This is an optimization exercise on Yosys and OpenROAD, whose aim is a short achievable clock period and few clock cycles, not a production implementation.
Only simulation tests tie the RTL to the original design; equivalence was not proved.
Power is estimated from default activity; no workload was simulated.

<file path="design/flow/constraint.sdc">
create_clock -name core_clock -period 12.0 [get_ports {clk}]
set_input_delay 2.4000 -clock core_clock [delete_from_list [all_inputs] [get_ports {clk}]]
set_output_delay 2.4000 -clock core_clock [all_outputs]
set_load 0.01 [all_outputs]
</file>
<file path="design/flow/config.mk">
export PLATFORM = sky130hd
export DESIGN_NAME = psd_top
export DESIGN_NICKNAME = psd_top
export VERILOG_FILES = /design/flow/design.v
export SDC_FILE = /design/flow/constraint.sdc
export NUM_CORES = 4
export LEC_CHECK = 0
export CAP_MARGIN = 20
export CORE_MARGIN = 2
export CORE_UTILIZATION = 25
export PLACE_DENSITY = 0.45
export SLEW_MARGIN = 20
</file>
<file path="design/flow/run.sh">
#!/bin/bash
# synth_recipe.tcl (not shown) runs the flow's synth.tcl, then flattens the netlist and writes it again
# the make line also repeats each setting of config.mk as NAME=value (left out here)
make -C /OpenROAD-flow-scripts/flow DESIGN_CONFIG=/design/flow/config.mk WORK_HOME=/design/flow/orfs CLKGATE_MAP_FILE= SYNTH_SCRIPT=/design/flow/synth_recipe.tcl finish
</file>
<file path="design/flow/design.v">
module psd_top #(
    parameter integer L       = 4,      
    parameter integer TOL_NUM = 1,      
    parameter integer TOL_DEN = 4,
    parameter integer K       = 32,     
    parameter integer INV     = 0,      
    parameter integer CAP     = 2048    
) (
    input  wire        clk,
    input  wire        rst,
    input  wire        s_valid,
    input  wire        s_data,
    input  wire        s_end,
    output wire        s_ready,
    output wire        locked,
    output wire        ovf,
    output wire        db_valid,
    output wire        db_bit,
    output wire        db_last,
    output wire        db_empty,
    output wire        cw_valid,
    input  wire        cw_ready,
    output wire [33:0] cw_rec,
    output wire        cw_done
);
    localparam integer LO    = (L * (TOL_DEN - TOL_NUM) + TOL_DEN - 1) / TOL_DEN;
    localparam integer HI    = (L * (TOL_DEN + TOL_NUM)) / TOL_DEN;
    localparam integer H     = L / 2;
    localparam integer SAT_W = $clog2(HI + 2);
    localparam integer PH_W  = (L > 1) ? $clog2(L) : 1;
    localparam integer PC_W  = $clog2(K + 1);
    localparam integer IDX_W = $clog2(CAP);
    localparam integer LEN_W = $clog2(CAP + 1);
    localparam integer PTR_W = LEN_W + 1;    
    localparam [31:0] SYNC = 32'h7CD215D8;
    localparam [31:0] IDLE = 32'h7A89C197;
    localparam [2:0] P_RUN  = 3'd0,    
                     P_EMIT = 3'd1,    
                     P_SCAN = 3'd2,    
                     P_LOAD = 3'd3,    
                     P_SHOW = 3'd4,    
                     P_DONE = 3'd5;    
    reg [2:0]       phase;
    reg             ended;
    reg             st_locked;
    reg             st_last;
    reg [SAT_W-1:0] sat;         
    reg [PH_W-1:0]  ph;          
    reg [PC_W-1:0]  pcnt;        
    reg             ovf_r;
    reg [LEN_W-1:0] blen;        
    reg             buffer [0:CAP-1];
    reg [LEN_W-1:0] ep;          
    reg [PTR_W-1:0] sp;          
    reg [31:0]      win;         
    reg [5:0]       wcnt;        
    reg [PTR_W-1:0] cp;          
    reg [4:0]       bcnt;        
    reg [3:0]       kcw;         
    reg [31:0]      cw_sh;       
    reg [PTR_W-1:0] rd_idx;
    always @(*) begin
        case (phase)
            P_EMIT:  rd_idx = {1'b0, ep};
            P_SCAN:  rd_idx = sp;
            default: rd_idx = cp;
        endcase
    end
    wire rd_bit = buffer[rd_idx[IDX_W-1:0]];
    assign s_ready = (phase == P_RUN) && !ended;
    wire accept = s_valid && s_ready;
    wire s_in  = s_data ^ (INV != 0);
    wire edge_ = s_in ^ st_last;
    wire [SAT_W-1:0] sat_inc = (sat == HI + 1) ? sat : sat + 1'b1;
    wire [PH_W-1:0]  ph_inc  = (ph == L - 1) ? {PH_W{1'b0}} : ph + 1'b1;
    wire run_ok    = (sat >= LO) && (sat <= HI);
    wire run_short = (sat < LO);
    wire mid       = (ph == H);
    wire buf_full  = (blen == CAP);
    wire [31:0]      nwin      = {win[30:0], rd_bit};
    wire [PTR_W-1:0] sp_next   = sp + 1'b1;
    wire [PTR_W:0]   batch_end = {1'b0, sp_next} + 10'd512;
    wire             found     = (wcnt >= 6'd31) && (nwin == SYNC) &&
                                 (batch_end <= {{(PTR_W+1-LEN_W){1'b0}}, blen});
    always @(posedge clk) begin
        if (rst) begin
            phase     <= P_RUN;
            ended     <= 1'b0;
            st_locked <= 1'b0;
            st_last   <= 1'b0;
            sat       <= {SAT_W{1'b0}};
            ph        <= {PH_W{1'b0}};
            pcnt      <= {PC_W{1'b0}};
            ovf_r     <= 1'b0;
            blen      <= {LEN_W{1'b0}};
            ep        <= {LEN_W{1'b0}};
            sp        <= {PTR_W{1'b0}};
            win       <= 32'd0;
            wcnt      <= 6'd0;
            cp        <= {PTR_W{1'b0}};
            bcnt      <= 5'd0;
            kcw       <= 4'd0;
            cw_sh     <= 32'd0;
        end else begin
            if (s_end)
                ended <= 1'b1;
            case (phase)
            P_RUN: if (accept) begin
                st_last <= s_in;
                if (!st_locked) begin
                    if (!edge_) begin
                        sat <= sat_inc;
                        ph  <= ph_inc;
                    end else begin
                        sat <= {SAT_W{1'b0}};
                        ph  <= {PH_W{1'b0}};
                        if (run_ok) begin
                            if (pcnt == K - 1) begin
                                st_locked <= 1'b1;
                                pcnt      <= {PC_W{1'b0}};
                                blen      <= {LEN_W{1'b0}};
                            end else begin
                                pcnt <= pcnt + 1'b1;
                            end
                        end else begin
                            pcnt <= {PC_W{1'b0}};
                        end
                    end
                end else begin
                    if (mid) begin
                        if (!buf_full) begin
                            buffer[blen[IDX_W-1:0]] <= s_in;
                            blen <= blen + 1'b1;
                        end else begin
                            ovf_r <= 1'b1;
                        end
                    end
                    if (!edge_) begin
                        sat <= sat_inc;
                        ph  <= ph_inc;
                    end else begin
                        sat <= {SAT_W{1'b0}};
                        ph  <= {PH_W{1'b0}};
                        if (run_short) begin
                            st_locked <= 1'b0;
                            pcnt      <= {PC_W{1'b0}};
                            ep        <= {LEN_W{1'b0}};
                            phase     <= P_EMIT;
                        end
                    end
                end
            end
            P_EMIT: begin
                if (blen == 0 || ep == blen - 1'b1) begin
                    sp    <= {PTR_W{1'b0}};
                    wcnt  <= 6'd0;
                    phase <= P_SCAN;
                end
                ep <= ep + 1'b1;
            end
            P_SCAN: begin
                if (sp == {1'b0, blen}) begin
                    phase <= P_DONE;
                end else begin
                    win <= nwin;
                    sp  <= sp_next;
                    if (wcnt != 6'd32)
                        wcnt <= wcnt + 1'b1;
                    if (found) begin
                        cp    <= sp_next;
                        bcnt  <= 5'd0;
                        kcw   <= 4'd0;
                        phase <= P_LOAD;
                    end
                end
            end
            P_LOAD: begin
                cw_sh <= {cw_sh[30:0], rd_bit};
                cp    <= cp + 1'b1;
                bcnt  <= bcnt + 1'b1;
                if (bcnt == 5'd31)
                    phase <= P_SHOW;
            end
            P_SHOW: if (cw_ready) begin
                if (kcw == 4'd15) begin
                    phase <= P_SCAN;
                end else begin
                    kcw   <= kcw + 1'b1;
                    phase <= P_LOAD;
                end
            end
            P_DONE: phase <= P_RUN;
            default: phase <= P_RUN;
            endcase
        end
    end
    assign locked   = st_locked;
    assign ovf      = ovf_r;
    assign db_valid = (phase == P_EMIT);
    assign db_empty = db_valid && (blen == 0);
    assign db_last  = db_valid && (blen == 0 || ep == blen - 1'b1);
    assign db_bit   = db_valid && !db_empty && rd_bit;
    wire [1:0] kind = (cw_sh == IDLE) ? 2'd0 : (cw_sh[31] ? 2'd2 : 2'd1);
    assign cw_valid = (phase == P_SHOW);
    assign cw_rec   = {kind, cw_sh};
    assign cw_done  = (phase == P_DONE);
endmodule
</file>
==> run summary <==
worst paths after layout:
kind / start / end / slack (ns) / depth (start not counted)
setup reg to reg: phase[2] / cp[9] / 4.75 / 17
setup / recovery: phase[2] / db_bit / 1.50 / 16
hold / removal: win[21] / win[22] / 0.46 / 2
hold reg to reg: win[21] / win[22] / 0.46 / 2
Yosys cell counts (18+ instances only):
cell type | count | area, um^2
dfxtp_1 | 144 | 2880
a2111oi_0 | 18 | 158
xnor2_1 | 35 | 307
edfxtp_1 | 2048 | 61500
a32oi_1 | 63 | 552
a211oi_1 | 224 | 1680
o21ai_0 | 81 | 405
o221ai_1 | 18 | 158
o22ai_1 | 53 | 332
mux2i_1 | 252 | 2520
nand3_1 | 400 | 2000
xor2_1 | 35 | 307
a221oi_1 | 25 | 219
nor3_1 | 75 | 375
ha_1 | 32 | 400
nand2_1 | 1412 | 5300
nor2_1 | 2180 | 8180
nor4_1 | 32 | 200
a21oi_1 | 410 | 2050
buf_1 | 26 | 97.6
o211ai_1 | 23 | 173
buf_2 | 249 | 1250
clkbuf_1 | 544 | 2040
a31oi_1 | 108 | 676
buf_4 | 27 | 203
a311oi_1 | 32 | 280
inv_1 | 26 | 97.6
or3_1 | 18 | 113
and3_1 | 195 | 1220
nand4_1 | 57 | 357
a22oi_1 | 64 | 480
worst min-delay path, delay by kind of cell (launching register included):
kind,cells,cell delay (ns)
AO/OA/AOI/OAI,1,0.05
flip-flops,1,0.31
AND/OR/NAND/NOR,1,0.05
final cells by class:
cell class / instances / share of cell area
sequential: 2192 / 0.573
multi-input combinational: 6090 / 0.278
tap: 5220 / 0.0581
clock buffer: 319 / 0.0578
timing repair buffer: 287 / 0.0241
clock inverter: 116 / 0.00809
inverter: 31 / 0.00104
antenna: 10 / 0.000223
registers in the layout, indices dropped and copies added (netlist names):
register   cells
cp            11
ended          1
ovf_r          1
blen          12
buffer      2048
sat            3
kcw            4
st_last        1
ep            12
pcnt           6
phase          3
ph             2
win           31
sp            13
bcnt           5
st_locked      1
wcnt           6
cw_sh         32
cell families (layout without fill, tap and decap cells):
logic type	after synthesis	count (layout)	share of synthesized area
AO/OA/AOI/OAI	1261	1261	0.0851
XOR/XNOR	71	71	0.00649
adder cells (fa/ha/maj)	32	32	0.00405
buffers and inverters	888	753	0.0386
flip-flops	2192	2192	0.652
multiplexers	258	258	0.0262
other	0	10	0
AND/OR/NAND/NOR	4468	4468	0.187
power breakdown:
part	total [W]	switching, W	internal [W]
Combinational	0.00754	0.00539	0.00214
Sequential	0.00837	0.0000144	0.00836
Clock	0.00720	0.00322	0.00398
metrics by stage:
step | instance area [um^2] | hold WS (ns) | utilization | power [W]
after floorplan | 98700 | 0.438 | - | 0.0131
after global placement | 105000 | 0.454 | 0.267 | 0.0160
after global routing | 112000 | 0.497 | 0.286 | 0.0239
final | 112000 | 0.464 | 0.286 | 0.0231
after detailed placement | 105000 | 0.455 | 0.267 | 0.0160
after CTS | 112000 | 0.463 | 0.286 | 0.0231
routing by layer:
layer,vias to the layer above,wire (um),GRT usage
li1,31909,-,-
met2,3436,184000,0.311
met1,38600,167000,0.261
met5,-,26,0
met3,687,31400,0.0293
met4,4,15300,0.0696
==> results.toml <==
[critical_path]
critPathBufInv = 5
crit_type = "reg2out"
cp_max_fo = 59
cpPeakStageDelay_ns = 0.76
crit_required_ns = 9.60
crit_path_end_kind = "output port"
crit_slowest_cell = "o311ai_1"
crit_family = "simple AND/OR/NAND/NOR gates"
crit_chain = "buf_4 > inv_1 > o21ai_1 > nand2_8 > buf_12 > buf_12 > mux2i_1 > o211ai_1 > a311oi_1 > nor3_1 > o211ai_1 > o311ai_1 > nor4b_1 > a32oi_2 > nor4_1 > clkdlybuf4s50_1"
setup.worst_path.start_class = "flip-flop"
arrival_ns = 8.10

[placement]
dpl.cell_count = 13818
place_ws_ns = 2.46
finalWeightedCongestion = 0.847
portBuffers = 48
dp_hpwl_mm = 215

[sta]
setup_viol = 0
max_freq_mhz = 95.2
skew_ns = 0.0697
worstMarginPinSlew_ns = 1.24
rsz0062_at_grt = "false"
post-route-min-period_ns = 10.50
hold_violations = 0
drv_slew = 0
fin_crit_sh = 0.875
relSlewSlack = 0.163
tns_ns = 0
fin_ws_ns = 1.50

[clock_tree]
cts_tree = "yes"
cts_root_buf = "clkbuf_16"
ctsResizeCount = 0
post-cts-setup-buffers = 0
clk_latency_ns = 0.94
clk_path_buf_depth = 4
postCtsHoldBufs = 0
clkSinkCount = 2192
cts_buffers = 244
htree_levels = 4
clk_pin_slew_worst_paths_ns = 0.06

[global_routing]
antenna_found_initial = 22
grt_max_degree = 270
grt_pass1_vias = 71184
grt-ovfl-total = 0
grt_use_total = 0.193
grt_first_pass_wirelength_mm = 556

[final_layout]
ff_latch_area_mm2 = 0.0644
fillers = 40791
nets = 8884
layout-drive-gt1-share = 0.0763
area_delta_synth_final_pct = 13.8
final_cells = 14265
mostFrequentLayoutCell = "nor2_1"
multi_input_area_mm2 = 0.0312
layout_common_cells = "nor2_1, edfxtp_1, nand2_1"

[yosys]
syn-cell-area_mm2 = 0.0987
synth_area_per_cell_um2 = 10.8
synth.net_count = 9208
ys_warn_count = 1
netlist_instances = 9170
synth.distinct_cells = 91
synth_seq_cells = 2192
synth_edf_count = 2048
synthArstFlopShare = 0
synth-main-ff-cell = "edfxtp_1"
ys_seq_area_frac = 0.652

[route]
postRouteAntennaNets = 0
wl_per_cell_um = 27.9
drt-initial-drc-count = 9731
wl_mm = 398
drt-vias-per-instance = 5.23
drc_errors = 0
firstDrtPassIters = 6
vias = 74636

[status]
status = "timing/DRC/antenna clean"

[floorplan]
die_h_um = 632
dieArea_mm2 = 0.400
rows = 230
die_w_um = 632
coreArea_mm2 = 0.393
initial_core_util = 0.251
io_pins = 49

[power]
pwr_density_cell_mw_per_mm2 = 206
vdd_ir_drop_max_mv = 0.233
p_leak_nw = 34.7

[min_path]
hold_path_class = "reg2reg"

[job]
maxCapViolations = 0
Testbench counts, summed over its fixed seeds: cycles 288,608.

static timing again, ports no longer ideal:
In the flow no input, the clock included, has a driving cell. The finished layout below was timed again as built, in two steps.
Step 1: set_driving_cell puts a clkbuf_16 on clk and a buf_2 on each other input, an assumption about the parent block.
Step 2 moves the port delays by t, midway between the first and last clock arrival at a register: inputs arrive t later, outputs are due t later. That takes back most of the time a late clock gives input paths.
a / b / c = no drivers / after step 1 / after step 2; a / b = the first two.
t, ns: 0.999
setup slack, ns: 1.498 / 1.404 / 2.403
worst setup path at the end: register to output
worst register clock-pin slew, ns: 0.06 / 0.06
worst slew at a driven data input, ns: 0.11
After both steps this run still meets setup and hold. The setup slack of this run moves by -0.094 ns with the drivers and by +0.905 ns with both steps.
